Source: an optimization exercise on an open RTL-to-GDS flow (aim: a short achievable clock period and few clock cycles). Production flows keep margins and buffers that such runs may drop. Only simulation tests tie the RTL to the original design; equivalence was not proved. No activity file was given, so power comes from the tool's default toggle rates.

`flow/run.sh`:
```
#!/bin/bash
# Layout flow: the standard ORFS flow (standard.sh, unchanged synthesis, floorplan,
# placement, CTS and routing), with the timing repair asked to aim for a setup slack of
# 7 ns at the design's 10 ns clock, so that it keeps improving the critical paths
# instead of stopping once the 10 ns period is met. Make's output goes to make.log here;
# each ORFS step also keeps its own log under orfs/logs/.
set -euo pipefail
cd "$(dirname "$0")/.."
bash standard.sh SETUP_SLACK_MARGIN=7 finish > make.log 2>&1
```
`standard.sh`:
```
#!/bin/bash
# synth_recipe.tcl (not shown) runs the flow's synth.tcl, then flattens the netlist and writes it again
# the make line also repeats each setting of config.mk as NAME=value (left out here)
make -C /OpenROAD-flow-scripts/flow DESIGN_CONFIG=/design/flow/config.mk WORK_HOME=/design/flow/orfs CLKGATE_MAP_FILE= SYNTH_SCRIPT=/design/flow/synth_recipe.tcl "${@:-finish}"
```
`config.mk`:
```
export PLATFORM = sky130hd
export DESIGN_NAME = swx_top
export DESIGN_NICKNAME = swx_top
export VERILOG_FILES = /design/flow/design.v
export SDC_FILE = /design/flow/constraint.sdc
export NUM_CORES = 4
export LEC_CHECK = 0
export ABC_CLOCK_PERIOD_IN_PS = 3000
export CAP_MARGIN = 20
export CORE_MARGIN = 2
export CORE_UTILIZATION = 40
export SLEW_MARGIN = 20
```
`constraint.sdc`:
```
create_clock -name core_clock -period 10.0 [get_ports {clk}]
set_input_delay 2.0000 -clock core_clock [delete_from_list [all_inputs] [get_ports {clk}]]
set_output_delay 2.0000 -clock core_clock [all_outputs]
set_load 0.01 [all_outputs]
```
`design.v`:
```
module swx_top (
    input  wire        clk,
    input  wire        rst,
    input  wire        req_valid,
    input  wire [7:0]  req_data,
    output wire        req_ready,
    output reg         res_valid,
    output reg         res_ok,
    output reg  [39:0] res_data,
    output reg         fault,
    output reg  [2:0]  fault_code,
    output reg  [7:0]  fault_info,
    output reg         bus_valid,
    output reg  [7:0]  bus_data,
    output reg         bus_last,
    input  wire        bus_ready,
    input  wire [7:0]  bus_rdata,
    output reg         ce,
    output reg  [2:0]  pstate,
    output reg         wait_valid,
    output reg  [2:0]  wait_id,
    output reg  [31:0] wait_us,
    input  wire        wait_ready,
    output reg         rxb_we,
    output reg  [5:0]  rxb_addr,
    output reg  [7:0]  rxb_wdata
);
    localparam [7:0] CFG_PRIM_RX = 8'h01;
    localparam [7:0] CFG_PWR_UP  = 8'h02;
    localparam [4:0] OP_READ_REG    = 5'h01;
    localparam [4:0] OP_WRITE_REG   = 5'h02;
    localparam [4:0] OP_READ_ADDR   = 5'h03;
    localparam [4:0] OP_WRITE_ADDR  = 5'h04;
    localparam [4:0] OP_ADDR_ENCODE = 5'h05;
    localparam [4:0] OP_ADDR_DECODE = 5'h06;
    localparam [4:0] OP_ADDR_PARSE  = 5'h07;
    localparam [4:0] OP_POWER_UP    = 5'h08;
    localparam [4:0] OP_POWER_DOWN  = 5'h09;
    localparam [4:0] OP_START_RADIO = 5'h0A;
    localparam [4:0] OP_STOP_RADIO  = 5'h0B;
    localparam [4:0] OP_START_RX    = 5'h0C;
    localparam [4:0] OP_STOP_RX     = 5'h0D;
    localparam [4:0] OP_RX_READY    = 5'h0E;
    localparam [4:0] OP_RX_DYN      = 5'h0F;
    localparam [4:0] OP_RX_FIXED    = 5'h10;
    localparam [4:0] OP_TX          = 5'h11;
    localparam [4:0] OP_FLUSH_TX    = 5'h12;
    localparam [4:0] OP_FLUSH_RX    = 5'h13;
    localparam [4:0] OP_INIT        = 5'h14;
    localparam [4:0] OP_RX_LOOP     = 5'h15;
    localparam [4:0] OP_SHUTDOWN    = 5'h16;
    localparam [4:0] OP_WAIT        = 5'h17;
    localparam [4:0] K_OPND = 5'h18;
    localparam [2:0] F_ILLEGAL_REQ = 3'd1;
    localparam [2:0] F_WIDTH       = 3'd2;
    localparam [2:0] F_ADDR_REG    = 3'd3;
    localparam [2:0] F_PAYLOAD_LEN = 3'd4;
    localparam [2:0] F_BUS_CLOSED  = 3'd6;
    localparam [2:0] PS_UNKNOWN = 3'd0;
    localparam [2:0] PS_DOWN    = 3'd1;
    localparam [2:0] PS_STANDBY = 3'd2;
    localparam [2:0] PS_LISTEN  = 3'd3;
    localparam [2:0] PS_TX      = 3'd4;
    integer i;
    localparam QD = 16;
    reg  [12:0] qm [0:QD-1];           
    reg  [4:0]  qwp, qrp;
    reg  [12:0] qh;                    
    reg         qhv;
    wire        qv = qhv;
    wire [4:0]  qk = qh[12:8];
    wire [7:0]  qd = qh[7:0];
    wire [4:0]  qmc = qwp - qrp;
    reg         q_push, q_pop;
    reg  [12:0] q_in;
    localparam WD = 8;
    reg  [40:0] wq [0:WD-1];
    reg  [2:0]  wrp, wwp;
    reg  [3:0]  wcnt;
    wire [40:0] wh = wq[wrp];
    reg         w_push, w_pop;
    reg  [40:0] w_in;
    localparam [1:0] I_OP = 2'd0, I_B1 = 2'd1, I_BODY = 2'd2, I_DEAD = 2'd3;
    reg  [1:0]  ist;
    reg  [4:0]  iop;
    reg  [7:0]  icnt;                  
    reg  [3:0]  ipos;                  
    reg  [2:0]  ilim;                  
    reg         ione;                  
    reg  [39:0] iacc;
    reg         ipok, ipnz, ik10;
    reg         iclosed;
    reg         ir_v;
    reg  [7:0]  ir_d;
    reg         req_ready_r;
    assign req_ready = req_ready_r;
    function [4:0] hexval(input [7:0] c);
        if (c >= 8'h30 && c <= 8'h39)      hexval = {1'b0, c[3:0]};
        else if (c >= 8'h61 && c <= 8'h66) hexval = {1'b0, c[3:0] + 4'd9};
        else if (c >= 8'h41 && c <= 8'h46) hexval = {1'b0, c[3:0] + 4'd9};
        else                               hexval = 5'h10;
    endfunction
    function closed_at_op(input [7:0] o);
        closed_at_op = (o == 8'h01) || (o == 8'h02) || (o >= 8'h08 && o <= 8'h10) ||
                       (o >= 8'h12 && o <= 8'h16);
    endfunction
    reg  [1:0]  ist_n;
    reg  [4:0]  iop_n;
    reg  [7:0]  icnt_n;
    reg  [3:0]  ipos_n;
    reg  [2:0]  ilim_n;
    reg         ione_n;
    reg  [39:0] iacc_n;
    reg         ipok_n, ipnz_n, ik10_n, iclosed_n;
    reg  [7:0]  b;
    reg  [4:0]  hv;
    reg  [4:0]  bm;
    reg         blong, bshort;
    always @* begin
        ist_n = ist; iop_n = iop; icnt_n = icnt; ipos_n = ipos; ilim_n = ilim;
        ione_n = ione; iacc_n = iacc; ipok_n = ipok; ipnz_n = ipnz; ik10_n = ik10;
        iclosed_n = iclosed;
        q_push = 1'b0; q_in = 13'd0;
        w_push = 1'b0; w_in = 41'd0;
        b = ir_d;
        bm = ir_d[4:0];
        blong  = (bm == 5'h0A) || (bm == 5'h0B) || (bm == 5'h10);
        bshort = (bm >= 5'h0C) && (bm <= 5'h0F);
        hv = hexval(ir_d);
        if (ir_v) begin
            case (ist)
                I_OP: begin
                    iop_n = b[4:0];
                    if (b == 8'h00 || b > 8'h17) begin
                        q_push = 1'b1; q_in = {K_OPND + F_ILLEGAL_REQ, b}; ist_n = I_DEAD;
                    end else if (iclosed && closed_at_op(b)) begin
                        q_push = 1'b1; q_in = {K_OPND + F_BUS_CLOSED, b}; ist_n = I_DEAD;
                    end else begin
                        case (b[4:0])
                            OP_READ_REG, OP_WRITE_REG, OP_READ_ADDR, OP_WRITE_ADDR,
                            OP_ADDR_ENCODE, OP_ADDR_DECODE, OP_ADDR_PARSE, OP_TX,
                            OP_RX_LOOP, OP_WAIT:
                                ist_n = I_B1;
                            OP_INIT: begin
                                q_push = 1'b1; q_in = {b[4:0], 8'h00};
                                ist_n = I_BODY; icnt_n = 8'd12; ione_n = 1'b0; ipos_n = 4'd0;
                            end
                            default: begin
                                q_push = 1'b1; q_in = {b[4:0], 8'h00};
                                if (b[4:0] == OP_SHUTDOWN) iclosed_n = 1'b1;
                            end
                        endcase
                    end
                end
                I_B1: begin
                    ipos_n = 4'd0; iacc_n = 40'd0; ipok_n = 1'b1; ipnz_n = 1'b0;
                    ik10_n = (b >= 8'd10); ione_n = 1'b0;
                    case (iop)
                        OP_READ_REG: begin
                            q_push = 1'b1; q_in = {iop, b}; ist_n = I_OP;
                        end
                        OP_WRITE_REG: begin
                            q_push = 1'b1; q_in = {iop, b}; ist_n = I_BODY; icnt_n = 8'd1;
                        end
                        OP_READ_ADDR, OP_WRITE_ADDR: begin
                            if (!blong && !bshort) begin
                                q_push = 1'b1; q_in = {K_OPND + F_ADDR_REG, b}; ist_n = I_DEAD;
                            end else if (iclosed) begin
                                q_push = 1'b1; q_in = {K_OPND + F_BUS_CLOSED, 3'b000, iop}; ist_n = I_DEAD;
                            end else begin
                                q_push = 1'b1; q_in = {iop, b};
                                if (iop == OP_READ_ADDR) ist_n = I_OP;
                                else begin ist_n = I_BODY; icnt_n = 8'd5; ione_n = bshort; end
                            end
                        end
                        OP_ADDR_ENCODE, OP_ADDR_DECODE: begin
                            if (b == 8'd0 || b > 8'd5) begin
                                q_push = 1'b1; q_in = {K_OPND + F_WIDTH, b}; ist_n = I_DEAD;
                            end else begin
                                ist_n = I_BODY; ilim_n = b[2:0];
                                icnt_n = (iop == OP_ADDR_ENCODE) ? 8'd5 : {5'b00000, b[2:0]};
                            end
                        end
                        OP_ADDR_PARSE: begin
                            if (b < 8'd10) begin
                                q_push = 1'b1; q_in = {iop, 8'h00};
                                w_push = 1'b1; w_in = 41'd0;
                            end
                            if (b == 8'd0) ist_n = I_OP;
                            else begin ist_n = I_BODY; icnt_n = b; end
                        end
                        OP_TX: begin
                            if (b > 8'd32) begin
                                q_push = 1'b1; q_in = {K_OPND + F_PAYLOAD_LEN, b}; ist_n = I_DEAD;
                            end else if (iclosed) begin
                                q_push = 1'b1; q_in = {K_OPND + F_BUS_CLOSED, 3'b000, iop}; ist_n = I_DEAD;
                            end else begin
                                q_push = 1'b1; q_in = {iop, b};
                                if (b == 8'd0) ist_n = I_OP;
                                else begin ist_n = I_BODY; icnt_n = b; end
                            end
                        end
                        OP_RX_LOOP: begin
                            iacc_n[7:0] = b; ipos_n = 4'd1; ist_n = I_BODY; icnt_n = 8'd1;
                        end
                        default: begin  
                            iacc_n[7:0] = b; ipos_n = 4'd1; ist_n = I_BODY; icnt_n = 8'd3;
                        end
                    endcase
                end
                I_BODY: begin
                    icnt_n = icnt - 8'd1;
                    ipos_n = (ipos == 4'd15) ? ipos : ipos + 4'd1;
                    if (icnt == 8'd1) ist_n = I_OP;
                    case (iop)
                        OP_WRITE_REG, OP_WRITE_ADDR, OP_TX, OP_INIT: begin
                            if (!ione || ipos == 4'd0) begin
                                q_push = 1'b1; q_in = {K_OPND, b};
                            end
                        end
                        OP_ADDR_PARSE: begin
                            if (ipos < 4'd10) begin
                                if (hv[4]) ipok_n = 1'b0;
                                if (hv[3:0] != 4'd0) ipnz_n = 1'b1;
                                iacc_n = {iacc[35:0], hv[3:0]};
                            end
                            if (ik10 && ipos == 4'd9) begin
                                q_push = 1'b1; q_in = {iop, 8'h00};
                                w_push = 1'b1;
                                w_in = (ipok_n && ipnz_n) ? {1'b1, iacc_n} : 41'd0;
                            end
                        end
                        default: begin  
                            for (i = 0; i < 5; i = i + 1)
                                if (ipos == i && (iop != OP_ADDR_ENCODE || i < ilim))
                                    iacc_n[8*i +: 8] = b;
                            if ((iop == OP_ADDR_ENCODE) ? (ipos == {1'b0, ilim - 3'd1}) : (icnt == 8'd1)) begin
                                q_push = 1'b1; q_in = {iop, 8'h00};
                                w_push = 1'b1; w_in = {1'b0, iacc_n};
                            end
                        end
                    endcase
                end
                default: ;
            endcase
        end
    end
    localparam [5:0]
        X_IDLE  = 6'd0,  X_FAULT = 6'd1,
        X_RR_C  = 6'd2,  X_RR_D  = 6'd3,             
        X_WA_C  = 6'd4,                              
        X_OP_W  = 6'd5,  X_OP_D  = 6'd6,             
        X_RA_C  = 6'd7,  X_RA_F  = 6'd8,  X_RS_C = 6'd9, X_RS_D = 6'd10,    
        X_CW_RES= 6'd11,                             
        X_CW_CF = 6'd12,                             
        X_CF_C  = 6'd13, X_CF_D  = 6'd14, X_CF_W = 6'd15, X_CF_V = 6'd16, X_CF_WT = 6'd17,
        X_RY_C  = 6'd18, X_RY_S  = 6'd19,            
        X_FX_C  = 6'd20, X_FX_S  = 6'd21,            
        X_BD_C  = 6'd22, X_BD_S  = 6'd23, X_BD_Q = 6'd24, X_BD_N = 6'd25,
        X_BD_FL = 6'd26, X_BD_P  = 6'd27, X_BD_R = 6'd28, X_BD_TC = 6'd29, X_BD_TV = 6'd30,
        X_LP_W  = 6'd31,                             
        X_TX_E  = 6'd32, X_TX_A  = 6'd33, X_TX_CW = 6'd34,
        X_TP_C  = 6'd35, X_TP_S  = 6'd36, X_TP_W = 6'd37,
        X_TS_C  = 6'd38, X_TS_V  = 6'd39, X_TM_E = 6'd40,
        X_TT_W  = 6'd41, X_TT_E  = 6'd42,
        X_FL    = 6'd43,                             
        X_IN_R  = 6'd44, X_IN_K  = 6'd45,            
        X_IN_E  = 6'd46,
        X_BD_D  = 6'd47;                             
    reg [5:0]  st;
    reg [4:0]  eop;
    reg [4:0]  em;
    reg        elong;
    reg [5:0]  elen;
    reg [5:0]  rc;
    reg [5:0]  bidx;
    reg [7:0]  rsp;
    reg [39:0] a40;
    reg [6:0]  pcnt;
    reg [15:0] lcnt;
    reg [15:0] plcnt;
    reg [5:0]  nlen;
    reg [7:0]  nraw;         
    reg        nz;
    reg        lph;
    reg        tok;
    reg [1:0]  isub;
    reg [3:0]  ik;           
    reg        cfg_known;
    reg [7:0]  cfgsh;
    reg        xfirst, xp1, x20;
    reg [5:0]  st_n;
    reg [4:0]  eop_n, em_n;
    reg        elong_n;
    reg [5:0]  elen_n, rc_n, bidx_n, nlen_n;
    reg [7:0]  rsp_n;
    reg [39:0] a40_n;
    reg [6:0]  pcnt_n;
    reg [15:0] lcnt_n, plcnt_n;
    reg        nz_n, lph_n, tok_n;
    reg [1:0]  isub_n;
    reg [3:0]  ik_n;
    reg        cfg_known_n;
    reg [7:0]  cfgsh_n;
    reg        xfirst_n, xp1_n, x20_n;
    reg        bv_n, bl_n, wv_n, ce_n, rv_n, ro_n, rw_n, f_n;
    reg [7:0]  bd_n, rwd_n, fi_n;
    reg [2:0]  wi_n, fc_n;
    reg [31:0] wu_n;
    reg [39:0] rd_n;
    reg [5:0]  ra_n;
    wire go = bus_valid ? bus_ready : (wait_valid ? wait_ready : 1'b1);
    reg  xq_pop, xw_pop;
    always @* begin
        q_pop = xq_pop && go;
        w_pop = xw_pop && go;
    end
    wire rdy   = (bus_rdata[3:1] != 3'b111);        
    wire [2:0] ps_c = !cfg_known         ? PS_UNKNOWN :
                      !cfgsh[1]          ? PS_DOWN    :
                      !ce                ? PS_STANDBY :
                      cfgsh[0]           ? PS_LISTEN  : PS_TX;
    wire [2:0] ps_n = !cfg_known_n       ? PS_UNKNOWN :
                      !cfgsh_n[1]        ? PS_DOWN    :
                      !ce_n              ? PS_STANDBY :
                      cfgsh_n[0]         ? PS_LISTEN  : PS_TX;
    reg [7:0] cfmod;
    always @* begin
        case (eop)
            OP_START_RADIO, OP_INIT:   cfmod = bus_rdata | CFG_PWR_UP;
            OP_STOP_RADIO, OP_SHUTDOWN: cfmod = bus_rdata & ~CFG_PWR_UP;
            OP_START_RX:               cfmod = bus_rdata | CFG_PRIM_RX;
            OP_STOP_RX:                cfmod = bus_rdata & ~CFG_PRIM_RX;
            default:                   cfmod = lph ? (bus_rdata & ~CFG_PRIM_RX) : (bus_rdata | CFG_PRIM_RX);
        endcase
    end
    wire [2:0] cf_wid = (eop == OP_START_RX || eop == OP_STOP_RX || eop == OP_RX_LOOP) ? 3'd3 : 3'd2;
    always @* begin
        st_n = st; eop_n = eop; em_n = em; elong_n = elong; elen_n = elen; rc_n = rc;
        bidx_n = bidx; rsp_n = rsp; a40_n = a40; pcnt_n = pcnt; lcnt_n = lcnt;
        plcnt_n = plcnt; nlen_n = nlen; nz_n = nz; lph_n = lph; tok_n = tok; isub_n = isub;
        ik_n = ik;
        cfg_known_n = cfg_known; cfgsh_n = cfgsh;
        xfirst_n = xfirst; xp1_n = xp1; x20_n = x20;
        bv_n = 1'b0; bd_n = bus_data; bl_n = bus_last;
        wv_n = 1'b0; wi_n = wait_id; wu_n = wait_us;
        ce_n = ce;
        rv_n = 1'b0; ro_n = 1'b0; rd_n = 40'd0;       
        rw_n = 1'b0; ra_n = bidx; rwd_n = bus_rdata;   
        f_n = fault; fc_n = fault_code; fi_n = fault_info;
        xq_pop = 1'b0; xw_pop = 1'b0;
        if (bus_valid) begin
            xfirst_n = bus_last;
            xp1_n    = xfirst;
            if (xfirst) x20_n = (bus_data == 8'h20);
            if (bus_last && !xfirst && xp1 && x20) begin
                cfg_known_n = 1'b1;
                cfgsh_n     = bus_data;
            end
        end
        case (st)
            X_IDLE: if (qv) begin
                xq_pop = 1'b1;
                eop_n = qk; em_n = qd[4:0];
                elong_n = (qd[4:0] == 5'h0A) || (qd[4:0] == 5'h0B) || (qd[4:0] == 5'h10);
                elen_n = qd[5:0];
                case (qk)
                    OP_READ_REG: begin begin bv_n = 1'b1; bd_n = ({3'b000, qd[4:0]}); bl_n = (1'b0); end st_n = X_RR_C; end
                    OP_WRITE_REG: begin begin bv_n = 1'b1; bd_n = ({3'b001, qd[4:0]}); bl_n = (1'b0); end st_n = X_WA_C; elong_n = 1'b0; end
                    OP_WRITE_ADDR: begin begin bv_n = 1'b1; bd_n = ({3'b001, qd[4:0]}); bl_n = (1'b0); end st_n = X_WA_C; end
                    OP_READ_ADDR: begin
                        if (elong_n) begin bv_n = 1'b1; bd_n = ({3'b000, qd[4:0]}); bl_n = (1'b0); end
                        else         begin bv_n = 1'b1; bd_n = (8'h0B); bl_n = (1'b0); end
                        st_n = X_RA_C;
                    end
                    OP_ADDR_ENCODE, OP_ADDR_DECODE, OP_ADDR_PARSE: begin
                        xw_pop = 1'b1;
                        begin rv_n = 1'b1; ro_n = (wh[40]); rd_n = (wh[39:0]); st_n = X_IDLE; end
                    end
                    OP_POWER_UP:   begin ce_n = 1'b1; begin wv_n = 1'b1; wi_n = (3'd0); end st_n = X_CW_RES; end
                    OP_POWER_DOWN: begin ce_n = 1'b0; begin wv_n = 1'b1; wi_n = (3'd1); end st_n = X_CW_RES; end
                    OP_START_RADIO, OP_STOP_RADIO, OP_SHUTDOWN: begin begin bv_n = 1'b1; bd_n = (8'h00); bl_n = (1'b0); end st_n = X_CF_C; end
                    OP_START_RX:   begin ce_n = 1'b1; begin wv_n = 1'b1; wi_n = (3'd0); end st_n = X_CW_CF; end
                    OP_STOP_RX:    begin ce_n = 1'b0; begin wv_n = 1'b1; wi_n = (3'd1); end st_n = X_CW_CF; end
                    OP_RX_READY:   begin begin bv_n = 1'b1; bd_n = (8'h07); bl_n = (1'b0); end st_n = X_RY_C; end
                    OP_RX_DYN:     begin begin bv_n = 1'b1; bd_n = (8'h07); bl_n = (1'b0); end st_n = X_BD_C; end
                    OP_RX_FIXED:   begin begin bv_n = 1'b1; bd_n = (8'h07); bl_n = (1'b0); end st_n = X_FX_C; end
                    OP_TX:         begin begin bv_n = 1'b1; bd_n = (8'hE1); bl_n = (1'b1); end st_n = X_TX_E; end
                    OP_FLUSH_TX:   begin begin bv_n = 1'b1; bd_n = (8'hE1); bl_n = (1'b1); end st_n = X_FL; end
                    OP_FLUSH_RX:   begin begin bv_n = 1'b1; bd_n = (8'hE2); bl_n = (1'b1); end st_n = X_FL; end
                    OP_INIT:       begin begin bv_n = 1'b1; bd_n = (8'h30); bl_n = (1'b0); end st_n = X_WA_C; elong_n = 1'b1; isub_n = 2'd0; end
                    OP_RX_LOOP: begin
                        xw_pop = 1'b1;
                        lcnt_n = wh[15:0]; plcnt_n = 16'd0; lph_n = 1'b0;
                        ce_n = 1'b1; begin wv_n = 1'b1; wi_n = (3'd0); end st_n = X_CW_CF;
                    end
                    OP_WAIT: begin
                        xw_pop = 1'b1;
                        wu_n = wh[31:0];
                        begin wv_n = 1'b1; wi_n = (3'd6); end st_n = X_CW_RES;
                    end
                    default: begin  
                        f_n = 1'b1; fc_n = qk[2:0]; fi_n = qd; st_n = X_FAULT;
                    end
                endcase
            end
            X_RR_C: begin begin bv_n = 1'b1; bd_n = (8'hFF); bl_n = (1'b1); end st_n = X_RR_D; end
            X_RR_D: begin rv_n = 1'b1; ro_n = (1'b0); rd_n = ({32'd0, bus_rdata}); st_n = X_IDLE; end
            X_WA_C: begin
                rc_n = elong ? 6'd5 : 6'd1;
                if (qv) begin xq_pop = 1'b1; begin bv_n = 1'b1; bd_n = (qd); bl_n = (!elong); end st_n = X_OP_D; end
                else st_n = X_OP_W;
            end
            X_TX_A: begin
                if (elen == 6'd0) begin
                    ce_n = 1'b1; begin wv_n = 1'b1; wi_n = (3'd0); end st_n = X_TX_CW; pcnt_n = 7'd0;
                end else begin
                    rc_n = elen;
                    if (qv) begin xq_pop = 1'b1; begin bv_n = 1'b1; bd_n = (qd); bl_n = (elen == 6'd1); end st_n = X_OP_D; end
                    else st_n = X_OP_W;
                end
            end
            X_OP_W: if (qv) begin xq_pop = 1'b1; begin bv_n = 1'b1; bd_n = (qd); bl_n = (rc == 6'd1); end st_n = X_OP_D; end
            X_OP_D: begin
                if (rc == 6'd1) begin
                    case (eop)
                        OP_TX: begin ce_n = 1'b1; begin wv_n = 1'b1; wi_n = (3'd0); end st_n = X_TX_CW; pcnt_n = 7'd0; end
                        OP_INIT: begin
                            isub_n = isub + 2'd1;
                            case (isub)
                                2'd0: begin begin bv_n = 1'b1; bd_n = (8'h2B); bl_n = (1'b0); end st_n = X_WA_C; end
                                2'd1: begin begin bv_n = 1'b1; bd_n = (8'h26); bl_n = (1'b0); end st_n = X_IN_K; ik_n = 4'd1; end
                                2'd2: begin begin bv_n = 1'b1; bd_n = (8'h20); bl_n = (1'b0); end st_n = X_IN_K; ik_n = 4'd8; end
                                default: begin begin bv_n = 1'b1; bd_n = (8'h00); bl_n = (1'b0); end st_n = X_CF_C; end
                            endcase
                        end
                        default: begin rv_n = 1'b1; ro_n = (1'b0); rd_n = (40'd0); st_n = X_IDLE; end
                    endcase
                end else begin
                    rc_n = rc - 6'd1;
                    if (qv) begin xq_pop = 1'b1; begin bv_n = 1'b1; bd_n = (qd); bl_n = (rc == 6'd2); end end
                    else st_n = X_OP_W;
                end
            end
            X_IN_K: begin
                ik_n = ik + 4'd1;
                case (ik)
                    4'd1: begin bv_n = 1'b1; bd_n = (8'h0F); bl_n = (1'b1); end
                    4'd2: begin bv_n = 1'b1; bd_n = (8'h3C); bl_n = (1'b0); end
                    4'd3: begin bv_n = 1'b1; bd_n = (8'h3F); bl_n = (1'b1); end
                    4'd4: begin bv_n = 1'b1; bd_n = (8'h3D); bl_n = (1'b0); end
                    4'd5: begin bv_n = 1'b1; bd_n = (8'h04); bl_n = (1'b1); end
                    4'd6: begin bv_n = 1'b1; bd_n = (8'h25); bl_n = (1'b0); end
                    4'd8: begin bv_n = 1'b1; bd_n = (8'h0C); bl_n = (1'b1); end
                    4'd9: begin bv_n = 1'b1; bd_n = (8'h24); bl_n = (1'b0); end
                    default: begin  
                        rc_n = 6'd1;
                        if (qv) begin xq_pop = 1'b1; begin bv_n = 1'b1; bd_n = (qd); bl_n = (1'b1); end st_n = X_OP_D; end
                        else st_n = X_OP_W;
                    end
                endcase
            end
            X_RA_C: begin begin bv_n = 1'b1; bd_n = (8'hFF); bl_n = (1'b0); end rc_n = 6'd5; st_n = X_RA_F; end
            X_RA_F: begin
                case (rc[2:0])
                    3'd5:    a40_n[7:0]   = bus_rdata;
                    3'd4:    a40_n[15:8]  = bus_rdata;
                    3'd3:    a40_n[23:16] = bus_rdata;
                    3'd2:    a40_n[31:24] = bus_rdata;
                    default: a40_n[39:32] = bus_rdata;
                endcase
                rc_n = rc - 6'd1;
                if (rc == 6'd1) begin
                    if (elong) begin rv_n = 1'b1; ro_n = (1'b0); rd_n = ({bus_rdata, a40[31:0]}); st_n = X_IDLE; end
                    else begin begin bv_n = 1'b1; bd_n = ({3'b000, em}); bl_n = (1'b0); end st_n = X_RS_C; end
                end else begin bv_n = 1'b1; bd_n = (8'hFF); bl_n = (rc == 6'd2); end
            end
            X_RS_C: begin begin bv_n = 1'b1; bd_n = (8'hFF); bl_n = (1'b1); end st_n = X_RS_D; end
            X_RS_D: begin rv_n = 1'b1; ro_n = (1'b0); rd_n = ({a40[39:8], bus_rdata}); st_n = X_IDLE; end
            X_CW_RES: begin rv_n = 1'b1; ro_n = (tok); rd_n = (40'd0); st_n = X_IDLE; end
            X_CW_CF:  begin begin bv_n = 1'b1; bd_n = (8'h00); bl_n = (1'b0); end st_n = X_CF_C; end
            X_CF_C:  begin begin bv_n = 1'b1; bd_n = (8'hFF); bl_n = (1'b1); end st_n = X_CF_D; end
            X_CF_D:  begin rsp_n = cfmod; begin bv_n = 1'b1; bd_n = (8'h20); bl_n = (1'b0); end st_n = X_CF_W; end
            X_CF_W:  begin begin bv_n = 1'b1; bd_n = (rsp); bl_n = (1'b1); end st_n = X_CF_V; end
            X_CF_V:  begin begin wv_n = 1'b1; wi_n = (cf_wid); end st_n = X_CF_WT; end
            X_CF_WT: begin
                if (eop == OP_INIT) begin begin bv_n = 1'b1; bd_n = (8'hE2); bl_n = (1'b1); end st_n = X_FL; end
                else if (eop == OP_RX_LOOP && !lph) begin
                    lph_n = 1'b1;
                    if (lcnt == 16'd0) begin ce_n = 1'b0; begin wv_n = 1'b1; wi_n = (3'd1); end st_n = X_CW_CF; end
                    else begin begin bv_n = 1'b1; bd_n = (8'h07); bl_n = (1'b0); end st_n = X_BD_C; end
                end else begin rv_n = 1'b1; ro_n = (1'b0); rd_n = ({24'd0, plcnt}); st_n = X_IDLE; end
            end
            X_FL: begin rv_n = 1'b1; ro_n = (1'b0); rd_n = (40'd0); st_n = X_IDLE; end
            X_RY_C: begin begin bv_n = 1'b1; bd_n = (8'hFF); bl_n = (1'b1); end st_n = X_RY_S; end
            X_RY_S: begin rv_n = 1'b1; ro_n = (rdy); rd_n = (40'd0); st_n = X_IDLE; end
            X_FX_C: begin begin bv_n = 1'b1; bd_n = (8'hFF); bl_n = (1'b1); end st_n = X_FX_S; end
            X_FX_S: begin
                bd_n = 8'h61; bl_n = 1'b0; rc_n = 6'd8; bidx_n = 6'd0; ro_n = 1'b0;
                if (rdy) begin bv_n = 1'b1; st_n = X_BD_P; end
                else begin rv_n = 1'b1; st_n = X_IDLE; end
            end
            X_BD_C: begin begin bv_n = 1'b1; bd_n = (8'hFF); bl_n = (1'b1); end st_n = X_BD_S; end
            X_BD_S: begin
                bd_n = 8'h60; bl_n = 1'b0; wi_n = 3'd5; rd_n = 40'd0; ro_n = 1'b0;
                nlen_n = 6'd0; nz_n = 1'b0;
                if (rdy) begin bv_n = 1'b1; st_n = X_BD_Q; end
                else if (eop == OP_RX_DYN) begin rv_n = 1'b1; st_n = X_IDLE; end
                else begin wv_n = 1'b1; st_n = X_LP_W; end
            end
            X_BD_Q: begin begin bv_n = 1'b1; bd_n = (8'hFF); bl_n = (1'b1); end st_n = X_BD_N; end
            X_BD_N: begin
                nlen_n = bus_rdata[5:0]; rc_n = bus_rdata[5:0]; bidx_n = 6'd0;
                st_n = X_BD_D;
            end
            X_BD_D: begin
                ra_n = nlen; rwd_n = 8'h00;
                if (nraw > 8'd32) begin begin bv_n = 1'b1; bd_n = (8'hE2); bl_n = (1'b1); end st_n = X_BD_FL; end
                else begin begin bv_n = 1'b1; bd_n = (8'h61); bl_n = (nraw == 8'd0); end st_n = X_BD_P; rw_n = 1'b1; end
            end
            X_BD_FL: begin
                if (eop == OP_RX_DYN) begin rv_n = 1'b1; ro_n = (1'b0); rd_n = (40'd0); st_n = X_IDLE; end
                else begin nz_n = 1'b0; begin wv_n = 1'b1; wi_n = (3'd5); end st_n = X_LP_W; end
            end
            X_BD_P: begin
                if (rc == 6'd0) begin begin bv_n = 1'b1; bd_n = (8'h27); bl_n = (1'b0); end st_n = X_BD_TC; end
                else begin begin bv_n = 1'b1; bd_n = (8'hFF); bl_n = (rc == 6'd1); end st_n = X_BD_R; end
            end
            X_BD_R: begin
                rw_n = 1'b1; ra_n = bidx; rwd_n = bus_rdata;
                bidx_n = bidx + 6'd1;
                rc_n = rc - 6'd1;
                if (rc == 6'd1) begin begin bv_n = 1'b1; bd_n = (8'h27); bl_n = (1'b0); end st_n = X_BD_TC; end
                else begin bv_n = 1'b1; bd_n = (8'hFF); bl_n = (rc == 6'd2); end
            end
            X_BD_TC: begin begin bv_n = 1'b1; bd_n = (8'h40); bl_n = (1'b1); end st_n = X_BD_TV; end
            X_BD_TV: begin
                if (eop == OP_RX_FIXED) begin rv_n = 1'b1; ro_n = (1'b1); rd_n = (40'd0); st_n = X_IDLE; end
                else if (eop == OP_RX_DYN) begin rv_n = 1'b1; ro_n = (1'b0); rd_n = ({34'd0, nlen}); st_n = X_IDLE; end
                else begin nz_n = (nlen != 6'd0); begin wv_n = 1'b1; wi_n = (3'd5); end st_n = X_LP_W; end
            end
            X_LP_W: begin
                lcnt_n = lcnt - 16'd1;
                plcnt_n = plcnt + {15'd0, nz};
                if (lcnt == 16'd1) begin ce_n = 1'b0; begin wv_n = 1'b1; wi_n = (3'd1); end st_n = X_CW_CF; end
                else begin begin bv_n = 1'b1; bd_n = (8'h07); bl_n = (1'b0); end st_n = X_BD_C; end
            end
            X_TX_E:  begin begin bv_n = 1'b1; bd_n = (8'hA0); bl_n = (elen == 6'd0); end st_n = X_TX_A; end
            X_TX_CW: begin begin bv_n = 1'b1; bd_n = (8'h07); bl_n = (1'b0); end st_n = X_TP_C; end
            X_TP_C:  begin begin bv_n = 1'b1; bd_n = (8'hFF); bl_n = (1'b1); end st_n = X_TP_S; end
            X_TP_S:  begin
                pcnt_n = pcnt + 7'd1;
                bd_n = 8'h27; bl_n = 1'b0; wi_n = 3'd4;
                rsp_n = bus_rdata[5] ? 8'h20 : 8'h10; tok_n = bus_rdata[5];
                if (bus_rdata[5] || bus_rdata[4]) begin bv_n = 1'b1; st_n = X_TS_C; end
                else begin wv_n = 1'b1; st_n = X_TP_W; end
            end
            X_TS_C: begin begin bv_n = 1'b1; bd_n = (rsp); bl_n = (1'b1); end st_n = X_TS_V; end
            X_TS_V: begin
                if (tok) begin ce_n = 1'b0; begin wv_n = 1'b1; wi_n = (3'd1); end st_n = X_CW_RES; end
                else begin begin bv_n = 1'b1; bd_n = (8'hE1); bl_n = (1'b1); end st_n = X_TM_E; end
            end
            X_TM_E: begin ce_n = 1'b0; begin wv_n = 1'b1; wi_n = (3'd1); end st_n = X_CW_RES; end
            X_TP_W: begin
                if (pcnt == 7'd100) begin ce_n = 1'b0; begin wv_n = 1'b1; wi_n = (3'd1); end st_n = X_TT_W; end
                else begin begin bv_n = 1'b1; bd_n = (8'h07); bl_n = (1'b0); end st_n = X_TP_C; end
            end
            X_TT_W: begin begin bv_n = 1'b1; bd_n = (8'hE1); bl_n = (1'b1); end st_n = X_TT_E; end
            X_TT_E: begin tok_n = 1'b0; begin rv_n = 1'b1; ro_n = (1'b0); rd_n = (40'd0); st_n = X_IDLE; end end
            default: ;   
        endcase
    end
    always @(posedge clk) begin
        if (rst) begin
            qwp <= 5'd0; qrp <= 5'd0; qhv <= 1'b0;
            wrp <= 3'd0; wwp <= 3'd0; wcnt <= 4'd0;
            ir_v <= 1'b0; req_ready_r <= 1'b0;
            ist <= I_OP; iclosed <= 1'b0;
            st <= X_IDLE; cfg_known <= 1'b0; xfirst <= 1'b1;
            bus_valid <= 1'b0; wait_valid <= 1'b0; ce <= 1'b0; pstate <= PS_UNKNOWN;
            res_valid <= 1'b0; rxb_we <= 1'b0; fault <= 1'b0;
            bus_data <= 8'h00; bus_last <= 1'b0; wait_id <= 3'd0; wait_us <= 32'd0;
            res_ok <= 1'b0; res_data <= 40'd0; rxb_addr <= 6'd0; rxb_wdata <= 8'h00;
            fault_code <= 3'd0; fault_info <= 8'h00;
        end else begin
            if (q_push) qwp <= qwp + 5'd1;
            if (!qhv || q_pop) begin
                if (qwp != qrp || q_push) qrp <= qrp + 5'd1;
                qhv <= (qwp != qrp) || q_push;
            end
            if (w_push) wwp <= wwp + 3'd1;
            if (w_pop) wrp <= wrp + 3'd1;
            wcnt <= wcnt + {3'd0, w_push} - {3'd0, w_pop};
            ir_v <= req_valid && req_ready_r;
            req_ready_r <= (ist != I_DEAD) && (qmc <= QD - 4) && (wcnt <= WD - 4);
            ist <= ist_n; iclosed <= iclosed_n;
            if (go) begin
                st <= st_n; cfg_known <= cfg_known_n; xfirst <= xfirst_n;
                bus_valid <= bv_n; wait_valid <= wv_n; ce <= ce_n;
                bus_data <= bd_n; bus_last <= bl_n; wait_id <= wi_n;
            end
            fault <= f_n;
            pstate <= go ? ps_n : ps_c;
            wait_us <= wu_n;
            res_ok <= ro_n; res_data <= rd_n;
            rxb_addr <= ra_n; rxb_wdata <= rwd_n;
            fault_code <= fc_n; fault_info <= fi_n;
            res_valid <= go && rv_n;
            rxb_we <= go && rw_n;
        end
    end
    always @(posedge clk) begin
        qm[qwp[3:0]] <= q_in;
        wq[wwp] <= w_in;
        if (!qhv || q_pop) qh <= (qwp != qrp) ? qm[qrp[3:0]] : q_in;
        ir_d <= req_data;
        iop <= iop_n; icnt <= icnt_n; ipos <= ipos_n; ilim <= ilim_n;
        ione <= ione_n; iacc <= iacc_n; ipok <= ipok_n; ipnz <= ipnz_n; ik10 <= ik10_n;
        if (go) begin
            lph <= lph_n; rc <= rc_n; bidx <= bidx_n; pcnt <= pcnt_n;
            lcnt <= lcnt_n; plcnt <= plcnt_n; isub <= isub_n; ik <= ik_n;
            cfgsh <= cfgsh_n; xp1 <= xp1_n; x20 <= x20_n;
        end
        eop <= eop_n; em <= em_n; elong <= elong_n; elen <= elen_n;
        rsp <= rsp_n; a40 <= a40_n; nlen <= nlen_n; nz <= nz_n; tok <= tok_n;
        if (st == X_BD_N) nraw <= bus_rdata;
    end
endmodule
```
==> results of run 1 <==
-- state kept, by name, summed over array words and instances (netlist names), 7 cells and up, named ones only --
signal and cells:
wait_us 32, rsp 8, a40 40, bus_data 8, wq 328, lcnt 16, ir_d 8, plcnt 16
iacc 40, rxb_wdata 8, qh 13, nraw 8, icnt 8, res_data 40, pcnt 7, qm 208
fault_info 8
-- repair_timing --
action / in CTS / in global routing
hold endpoints to repair: 0 / 0
pin swaps: 35 / 53
gates resized for setup: 922 / 150
setup buffers: 81 / 42
setup endpoints to repair: 938 / 787
gates cloned: 5 / 6
-- area by class of cell --
type / count / area share [%]
sequential: 919 / 49.92
inverter: 88 / 0.7206
clock inverter: 49 / 1.310
antenna: 2 / 0.009576
clock buffer: 132 / 5.169
timing repair buffer: 342 / 6.406
multi-input combinational: 2126 / 33.10
tap: 1403 / 3.359
-- cells in the mapped netlist (43+ instances only) --
cell / n / area share, %
nand3_1: 51 / 0.60
nor3_1: 96 / 1.1
clkbuf_1: 178 / 1.6
mux2_2: 52 / 1.4
and3_1: 46 / 0.67
a21oi_1: 183 / 2.1
edfxtp_1: 751 / 53
nand2_1: 185 / 1.6
mux2i_1: 70 / 1.6
inv_1: 82 / 0.72
nor2b_1: 43 / 0.63
o21ai_0: 106 / 1.2
dfxtp_1: 168 / 7.9
mux4_2: 147 / 7.7
nor2_1: 406 / 3.6
ha_1: 56 / 1.6
-- stage by stage --
stage / std cells / setup WS, ns / power (uW) / cell area, sq um
floorplan: 3351 / 6.169 / 5939 / 43050
CTS: 5011 / 6.709 / 10660 / 51140
finish: 5061 / 6.612 / 10800 / 52260
global placement: 4744 / 4.997 / 6654 / 46010
detailed placement: 4744 / 4.941 / 6642 / 46010
global route: 5059 / 6.620 / 11150 / 52260
-- logic make-up (layout without fill, tap and decap cells) --
logic type                 Yosys count  after routing
and+or+nand+nor                   1046           1048
buffers and inverters              312            611
xor gates and xnor gates            67             67
DFF                                919            919
muxes                              271            271
other                                0              2
AOI/OAI and AO/OA                  679            683
adders and majority gates           57             57
-- layer usage --
metal | vias to the layer above | routed length, um
met5 | - | 11
met1 | 15094 | 55990
met2 | 1390 | 60850
met3 | 277 | 10270
li1 | 13399 | -
met4 | 2 | 4229
-- worst max path at each step --
| stage | startpoint | end | slack, ns | cells past startpoint |
|---|---|---|---|---|
| after floorplan | wait_ready | bus_data[0]$_SDFFE_PP0P_ | 6.17 | 10 |
| after global placement | wait_ready | bus_data[7]$_SDFFE_PP0P_ | 5.00 | 9 |
| after detailed placement | bus_ready | bus_data[7]$_SDFFE_PP0P_ | 4.94 | 9 |
| after CTS | wait_ready | bus_data[2]$_SDFFE_PP0P_ | 6.71 | 9 |
| after global routing | bus_ready | bus_data[2]$_SDFFE_PP0P_ | 6.62 | 9 |
| final | wait_ready | bus_data[2]$_SDFFE_PP0P_ | 6.61 | 9 |
-- worst max-delay path, delay by kind of cell --
kind | cells | cell delay [ns]
buffers and inverters | 2 | 0.12
AO/OA/AOI/OAI | 5 | 1.18
AND/OR/NAND/NOR | 2 | 0.67
-- power by group through the flow --
stage | logic, uW | clock network [uW] | registers, uW
final | 2500 | 3800 | 4500
after global routing | 2630 | 4010 | 4520
after floorplan | 1490 | 0 | 4450
after detailed placement | 2060 | 0 | 4580
after global placement | 2080 | 0 | 4580
after CTS | 2300 | 3860 | 4500
==> flow_metrics.env, run 1 <==
export IMPL_synth_compound_area_share_pct=10.96
export IMPL_wl_per_cell_um=25.95
export IMPL_fillerInstances=9210
export IMPL_drc=0
export IMPL_intPower_uw=7544
export IMPL_io_buffers=140
export IMPL_netSwitchingPower_uw=3254
export IMPL_via_count=30162
export IMPL_cp_slowest_cell="or4_4"
export IMPL_grt_overflow=0
export IMPL_worstPathRequired_ns=10.58
export IMPL_status="complete, no violations"
export IMPL_hold_start="fault$_SDFFE_PP0P_"
export IMPL_gp_congestion=0.9925
export IMPL_syn_to_final_growth_pct=22.06
export IMPL_syn_avg_cell_area_sq_um=12.78
export IMPL_path_cells="buf_6 > nor3b_4 > a21o_4 > clkinv_8 > o2111ai_2 > a2111o_1 > or4_4 > a311o_1 > a21oi_1"
export IMPL_r2r_setup_slack_ns=6.71
export IMPL_rsz0062_at_grt="true"
export IMPL_post_route_min_period_ns=3.388
export IMPL_critPathArrivalTime_ns=3.97
export IMPL_htree_num_levels=3
export IMPL_syn_area_sq_um=42820
export IMPL_synthCells=3351
export IMPL_vdd_ir_drop_max_uv=129.9
export IMPL_clkLatencyLatePin_ns=0.70
export IMPL_cts_sinks=919
export IMPL_rr_endpoint="bus_data[2]$_SDFFE_PP0P_"
export IMPL_crit_type="in2reg"
export IMPL_layout_common_cells="751 x edfxtp_1, 359 x nor2_1, 179 x nand2_1"
export IMPL_hold_path_depth=2
export IMPL_grt_use_met2_pct=36.57
export IMPL_rows=120
export IMPL_final_common_cell="edfxtp_1"
export IMPL_core_sq_um=106600
export IMPL_skew_ns=0.05275
export IMPL_cp_end_kind="flop"
export IMPL_busiest_layer="met2"
export IMPL_synthXorXnorAreaFrac_pct=1.370
export IMPL_antenna_found_initial=3
export IMPL_synth_seq_cells=919
export IMPL_start_util_pct=40.17
export IMPL_reg2regPathDepth=8
export IMPL_dp_hpwl_um=80060
export IMPL_synthFlopType="edfxtp_1"
export IMPL_io_pins=141
export IMPL_p_clk_share_pct=35.2
export IMPL_tritoncts="built"
export IMPL_clkTransAtPathRegs_ns=0.06
export IMPL_synth_top_family_by_area="simple AND/OR/NAND/NOR gates"
export IMPL_viasPerCell=5.960
export IMPL_comb_power_share_pct=23.2
export IMPL_die_height_um=331.2
export IMPL_synthMuxAreaShare_pct=10.79
export IMPL_worst_pin_slew_ns=1.078
export IMPL_finish_net_count=3652
export IMPL_routed_wl_um=131400
export IMPL_final_hold_viol_count=0
export IMPL_grt_max_degree=60
export IMPL_multi_input_area_sq_um=17300
export IMPL_utilization_pct=49.03
export IMPL_crit_fanout=8
export IMPL_synth_simple_area_share_pct=11.87
export IMPL_post_route_cells_drive_above_1_share_pct=28.56
export IMPL_setup_viol=0
export IMPL_die_w_um=331.2
export IMPL_synth_seq_area_share_pct=60.52
export IMPL_hold_path_class="reg2reg"
export IMPL_max_freq_mhz=295.2
export IMPL_grtUsageMet1_pct=33.11
export IMPL_met3_usage_pct=3.661
export IMPL_grt_pass1_wl_um=191100
export IMPL_clockBufferDepth=3
export IMPL_drtIter0Drc=3265
export IMPL_fin_crit_sh_pct=33.88
export IMPL_final_seq_area_sq_um=26090
export IMPL_synth_fa_ha_area_share_pct=1.683
export IMPL_power_frac_seq_pct=41.6
export IMPL_cts_root_buf="clkbuf_16"
export IMPL_critPathLaunchType="input pin"
export IMPL_synthArstFlopShare_pct=0
export IMPL_p_sw_share_pct=30.14
export IMPL_grt_pass1_vias=28888
export IMPL_track_usage_pct=23.28
export IMPL_drtPass1Iterations=9
export IMPL_synth_edf_count=751
export IMPL_tns_ns=0
export IMPL_power_density_nw_per_um2=206.6
export IMPL_r2r_start="st[0]$_SDFFE_PP0P_"
export IMPL_relSlewSlack_pct=27.51
export IMPL_dieArea_sq_um=109700
export IMPL_ctsHoldBuffers=0
export IMPL_hold_end="fault$_SDFFE_PP0P_"
export IMPL_slew_viol_final=0
export IMPL_hold_ws_ns=0.4822
export IMPL_cts_buffers=97
export IMPL_drv_cap=0
export IMPL_p_leak_uw=0.01785
export IMPL_synth_cell_types=92
export IMPL_max_stage_delay_ns=0.63
export IMPL_yosysWarningCount=1
export IMPL_ant_nets=0
Testbench counts, summed over its fixed seeds: cycles 19,285.
==> run 2: changes to the inputs <==
--- a/design.v
+++ b/design.v
@@ -77,5 +77,5 @@
     reg  [40:0] wq [0:WD-1];
-    reg  [2:0]  wrp, wwp;
-    reg  [3:0]  wcnt;
-    wire [40:0] wh = wq[wrp];
+    reg  [3:0]  wrp, wwp;
+    wire [3:0]  wcnt = wwp - wrp;
+    wire [40:0] wh = wq[wrp[2:0]];
     reg         w_push, w_pop;
@@ -499,4 +499,3 @@
                 bd_n = 8'h61; bl_n = 1'b0; rc_n = 6'd8; bidx_n = 6'd0; ro_n = 1'b0;
-                if (rdy) begin bv_n = 1'b1; st_n = X_BD_P; end
-                else begin rv_n = 1'b1; st_n = X_IDLE; end
+                rv_n = 1'b1; st_n = X_IDLE;              
             end
@@ -506,4 +505,3 @@
                 nlen_n = 6'd0; nz_n = 1'b0;
-                if (rdy) begin bv_n = 1'b1; st_n = X_BD_Q; end
-                else if (eop == OP_RX_DYN) begin rv_n = 1'b1; st_n = X_IDLE; end
+                if (eop == OP_RX_DYN) begin rv_n = 1'b1; st_n = X_IDLE; end
                 else begin wv_n = 1'b1; st_n = X_LP_W; end
@@ -554,4 +552,3 @@
                 rsp_n = bus_rdata[5] ? 8'h20 : 8'h10; tok_n = bus_rdata[5];
-                if (bus_rdata[5] || bus_rdata[4]) begin bv_n = 1'b1; st_n = X_TS_C; end
-                else begin wv_n = 1'b1; st_n = X_TP_W; end
+                wv_n = 1'b1; st_n = X_TP_W;              
             end
@@ -572,2 +569,40 @@
     end
+    wire st_bds = (st == X_BD_S);
+    wire st_fxs = (st == X_FX_S);
+    wire st_tps = (st == X_TP_S);
+    wire br = ((st_bds || st_fxs) && rdy) || (st_tps && (bus_rdata[5] || bus_rdata[4]));
+    wire [5:0] a_st = st_bds ? X_BD_Q : (st_tps ? X_TS_C : X_BD_P);
+    wire [7:0] a_bd = st_bds ? 8'h60 : (st_tps ? 8'h27 : 8'h61);
+    wire       a_bl = 1'b0;
+    localparam HC = 26, HD = 68;
+    wire [HC-1:0] hc_y;
+    wire [HD-1:0] hd_y;
+    wire [1:0]    hp_y;
+    swx_step #(17) u_step_c (
+        .go(go), .br(br),
+        .a({a_st, 1'b1, 1'b0, a_bd, a_bl}),
+        .b({st_n, bv_n, wv_n, bd_n, bl_n}),
+        .q({st, bus_valid, wait_valid, bus_data, bus_last}),
+        .y({hc_y[25:20], hc_y[17:16], hc_y[11:3]}));
+    swx_hold #(9) u_hold_c (
+        .en(go),
+        .d({cfg_known_n, xfirst_n, ce_n, ps_n, wi_n}),
+        .q({cfg_known, xfirst, ce, ps_c, wait_id}),
+        .y({hc_y[19:18], hc_y[15:12], hc_y[2:0]}));
+    swx_hold #(HD) u_hold_d (
+        .en(go),
+        .d({lph_n, rc_n, bidx_n, pcnt_n, lcnt_n, plcnt_n, isub_n, ik_n, cfgsh_n, xp1_n, x20_n}),
+        .q({lph, rc, bidx, pcnt, lcnt, plcnt, isub, ik, cfgsh, xp1, x20}),
+        .y(hd_y));
+    swx_step #(2) u_step_p (.go(go), .br(br), .a(2'b00), .b({rv_n, rw_n}), .q(2'b00), .y(hp_y));
+    wire        qmne = (qwp != qrp);
+    wire        qtake = !qhv || q_pop;
+    wire [18:0] hq_y;
+    swx_hold #(19) u_hold_q (
+        .en(qtake),
+        .d({qmne ? qm[qrp[3:0]] : q_in, (qmne || q_push) ? qrp + 5'd1 : qrp, qmne || q_push}),
+        .q({qh, qrp, qhv}),
+        .y(hq_y));
+    wire [3:0]  hw_y;
+    swx_hold #(4) u_hold_w (.en(w_pop), .d(wrp + 4'd1), .q(wrp), .y(hw_y));
     always @(posedge clk) begin
@@ -575,3 +610,3 @@
             qwp <= 5'd0; qrp <= 5'd0; qhv <= 1'b0;
-            wrp <= 3'd0; wwp <= 3'd0; wcnt <= 4'd0;
+            wrp <= 4'd0; wwp <= 4'd0;
             ir_v <= 1'b0; req_ready_r <= 1'b0;
@@ -581,3 +616,3 @@
             res_valid <= 1'b0; rxb_we <= 1'b0; fault <= 1'b0;
-            bus_data <= 8'h00; bus_last <= 1'b0; wait_id <= 3'd0; wait_us <= 32'd0;
+            wait_us <= 32'd0;
             res_ok <= 1'b0; res_data <= 40'd0; rxb_addr <= 6'd0; rxb_wdata <= 8'h00;
@@ -586,9 +621,5 @@
             if (q_push) qwp <= qwp + 5'd1;
-            if (!qhv || q_pop) begin
-                if (qwp != qrp || q_push) qrp <= qrp + 5'd1;
-                qhv <= (qwp != qrp) || q_push;
-            end
-            if (w_push) wwp <= wwp + 3'd1;
-            if (w_pop) wrp <= wrp + 3'd1;
-            wcnt <= wcnt + {3'd0, w_push} - {3'd0, w_pop};
+            {qrp, qhv} <= hq_y[5:0];
+            if (w_push) wwp <= wwp + 4'd1;
+            wrp <= hw_y;
             ir_v <= req_valid && req_ready_r;
@@ -596,9 +627,4 @@
             ist <= ist_n; iclosed <= iclosed_n;
-            if (go) begin
-                st <= st_n; cfg_known <= cfg_known_n; xfirst <= xfirst_n;
-                bus_valid <= bv_n; wait_valid <= wv_n; ce <= ce_n;
-                bus_data <= bd_n; bus_last <= bl_n; wait_id <= wi_n;
-            end
+            {st, cfg_known, xfirst, bus_valid, wait_valid, ce, pstate} <= hc_y[HC-1:12];
             fault <= f_n;
-            pstate <= go ? ps_n : ps_c;
             wait_us <= wu_n;
@@ -607,4 +633,3 @@
             fault_code <= fc_n; fault_info <= fi_n;
-            res_valid <= go && rv_n;
-            rxb_we <= go && rw_n;
+            {res_valid, rxb_we} <= hp_y;
         end
@@ -613,4 +638,4 @@
         qm[qwp[3:0]] <= q_in;
-        wq[wwp] <= w_in;
-        if (!qhv || q_pop) qh <= (qwp != qrp) ? qm[qrp[3:0]] : q_in;
+        wq[wwp[2:0]] <= w_in;
+        qh <= hq_y[18:6];
         ir_d <= req_data;
@@ -618,7 +643,4 @@
         ione <= ione_n; iacc <= iacc_n; ipok <= ipok_n; ipnz <= ipnz_n; ik10 <= ik10_n;
-        if (go) begin
-            lph <= lph_n; rc <= rc_n; bidx <= bidx_n; pcnt <= pcnt_n;
-            lcnt <= lcnt_n; plcnt <= plcnt_n; isub <= isub_n; ik <= ik_n;
-            cfgsh <= cfgsh_n; xp1 <= xp1_n; x20 <= x20_n;
-        end
+        {lph, rc, bidx, pcnt, lcnt, plcnt, isub, ik, cfgsh, xp1, x20} <= hd_y;
+        {bus_data, bus_last, wait_id} <= hc_y[11:0];
         eop <= eop_n; em <= em_n; elong <= elong_n; elen <= elen_n;
@@ -628 +650,19 @@
 endmodule
+module swx_hold #(parameter W = 1) (
+    input  wire         en,
+    input  wire [W-1:0] d,
+    input  wire [W-1:0] q,
+    output wire [W-1:0] y
+);
+    assign y = en ? d : q;
+endmodule
+module swx_step #(parameter W = 1) (
+    input  wire         go,
+    input  wire         br,
+    input  wire [W-1:0] a,
+    input  wire [W-1:0] b,
+    input  wire [W-1:0] q,
+    output wire [W-1:0] y
+);
+    assign y = go ? (br ? a : b) : q;
+endmodule
--- a/config.mk
+++ b/config.mk
@@ -12 +12,3 @@
 export SLEW_MARGIN = 20
+export SYNTH_HIERARCHICAL = 1
+export SYNTH_MINIMUM_KEEP_SIZE = 0
==> run 2 against run 1 <==
Cell count rose by 7.4%. Maximum frequency grew 0.62%. Highest routed layer is now met4. Final area grew 3.3%. Critical path depth up 1. Register-to-register slack got worse by 0.08 ns. Largest power group unchanged.
==> flow_metrics.env, run 2 <==
export IMPL_layout_common_cells="676 x edfxtp_1, 428 x nand2_1, 275 x nor2_1"
export IMPL_synthCells=3669
export IMPL_tns_ns=0
export IMPL_clockBufferDepth=3
export IMPL_crit_fanout=5
export IMPL_post_route_cells_drive_above_1_share_pct=28.58
export IMPL_vdd_ir_drop_max_uv=146.5
export IMPL_routed_wl_um=140300
export IMPL_crit_type="reg2reg"
export IMPL_p_leak_uw=0.01837
export IMPL_hold_path_class="reg2reg"
export IMPL_cts_buffers=97
export IMPL_clkLatencyLatePin_ns=0.70
export IMPL_worstPathRequired_ns=10.55
export IMPL_drtPass1Iterations=6
export IMPL_drc=0
export IMPL_drv_cap=0
export IMPL_clkTransAtPathRegs_ns=0.06
export IMPL_skew_ns=0.04303
export IMPL_syn_avg_cell_area_sq_um=11.97
export IMPL_design_area_sq_um=53990
export IMPL_syn_area_sq_um=43930
export IMPL_cts_root_buf="clkbuf_16"
export IMPL_core_sq_um=108900
export IMPL_die_height_um=335.4
export IMPL_start_util_pct=40.36
export IMPL_gp_congestion=1.003
export IMPL_grt_pass1_wl_um=204000
export IMPL_finish_net_count=4012
export IMPL_grt_overflow=0
export IMPL_relSlewSlack_pct=22.10
export IMPL_rows=121
export IMPL_tritoncts="built"
export IMPL_worst_pin_slew_ns=1.167
export IMPL_final_common_cell="edfxtp_1"
export IMPL_yosysWarningCount=7
export IMPL_final_hold_viol_count=0
export IMPL_antenna_found_initial=0
export IMPL_num_antenna_cells=0
export IMPL_syn_to_final_growth_pct=22.89
export IMPL_slew_viol_final=0
export IMPL_rsz0062_at_grt="true"
export IMPL_grt_pass1_vias=30828
export IMPL_dieArea_sq_um=112500
export IMPL_dpl_instance_area_sq_um=46980
export IMPL_drtIter0Drc=3913
export IMPL_ant_nets=0
export IMPL_io_buffers=140
export IMPL_max_freq_mhz=297.0
export IMPL_io_pins=141
export IMPL_ctsHoldBuffers=0
export IMPL_post_route_min_period_ns=3.367
export IMPL_dp_hpwl_um=85040
export IMPL_cp_end_kind="flop"
export IMPL_viasPerCell=5.975
export IMPL_setup_viol=0
export IMPL_die_w_um=335.4
export IMPL_hold_ws_ns=0.4564
export IMPL_cts_sinks=910
export IMPL_critPathLaunchType="flop"
export IMPL_largest_register_ffs=328
export IMPL_fin_crit_sh_pct=33.67
export IMPL_htree_num_levels=3
export IMPL_track_usage_pct=24.03
export IMPL_grt_max_degree=71
export IMPL_wl_per_cell_um=25.81
export IMPL_status="complete, no violations"
export IMPL_critPathArrivalTime_ns=3.91
export IMPL_via_count=32468
export IMPL_power_density_nw_per_um2=211.8
==> run 2: layout make-up <==
class,instances,area (sq um)
Fill cell,9407,54870
Sequential cell,910,25180
Multi-Input combinational cell,2452,19260
Timing Repair Buffer,401,4048
Clock buffer,128,2639
Tap cell,1414,1769
Clock inverter,55,772.0
Inverter,73,319.1
Timing Repair inverter,1,5.005
==> run 2: worst paths after layout <==
check,from,end,slack (ns),cells past startpoint
worst min register to register,wait_us[10]$_SDFFE_PP0P_,wait_us[10]$_SDFFE_PP0P_,0.46,2
worst max-delay path,lcnt[9]$_DFF_P_,pstate[0]$_SDFF_PP0_,6.63,10
worst min-delay path,wait_us[10]$_SDFFE_PP0P_,wait_us[10]$_SDFFE_PP0P_,0.46,2
worst max register to register,lcnt[9]$_DFF_P_,pstate[0]$_SDFF_PP0_,6.63,10
==> run 2: metrics by stage <==
| step | cells | power [uW] | setup slack [ns] | util (%) |
|---|---|---|---|---|
| finish | 5434 | 11440 | 6.633 | 49.59 |
| global route | 5434 | 11830 | 6.680 | 49.59 |
| CTS | 5379 | 11290 | 6.751 | 48.44 |
| detailed placement | 5061 | 7128 | 5.345 | 43.15 |
| global placement | 5061 | 7131 | 5.355 | 43.15 |
| floorplan | 3678 | 6260 | 5.865 | - |
==> run 2: routing by layer <==
layer | vias to the layer above | global-route usage (%) | part of all wire [%]
met3 | 341 | 3.534 | 7.7
met5 | - | 0 | 0
met1 | 16175 | 33.20 | 42
met2 | 1479 | 38.38 | 47
li1 | 14473 | - | -
met4 | 0 | 8.978 | 3.6
==> run 2: what timing repair did <==
action                     CTS  global route
gates cloned                10            13
setup buffers              125            42
setup endpoints to repair  920           664
resized for setup          958           155
pin swaps                   41            36
==> run 2: critical path, cell delays in order, from the launching register on <==
cell       delay (ns)
dfxtp_2          0.32
or3_4            0.42
nor3_4           0.17
nand4_1          0.23
and2_4           0.23
nor4b_4          0.39
o2111ai_2        0.29
a2111o_1         0.60
o21a_1           0.21
mux2_4           0.24
nor2b_1          0.12
==> run 2: where the power goes <==
part	internal, uW	switching [uW]	leakage, uW
logic	1310	1850	0.00880
clock network	2280	1550	0.00165
registers	4230	218	0.00793
total	7820	3620	0.0184
Testbench counts of run 2, summed over its fixed seeds: cycles 19,285.

==> separate check: timing with driven ports <==
Ports are ideal in the flow. The routed layouts listed here were re-timed in OpenROAD. Step 1: set_driving_cell puts a clkbuf_16 on clk and a buf_2 on each other input, an assumption about the parent block. Step 2, shift: input delay + t, output delay - t, t = (earliest + latest rising clock arrival at the registers) / 2. This alone moves slack from input paths to output paths. Three values: no drivers, after step 1, after step 2; two values: the first two.
| run | shift t [ns] | slack for setup (ns) | worst register clock-pin slew, ns |
|---|---|---|---|
| run 1 | 0.742 | 6.612 / 6.631 / 5.890 | 0.07 / 0.07 |
| run 2 | 0.747 | 6.633 / 6.633 / 6.205 | 0.07 / 0.07 |
After both steps every run listed still meets setup and hold. For run 1, which loses most, drivers alone change the setup slack by +0.019 ns; drivers and shift together by -0.722 ns.
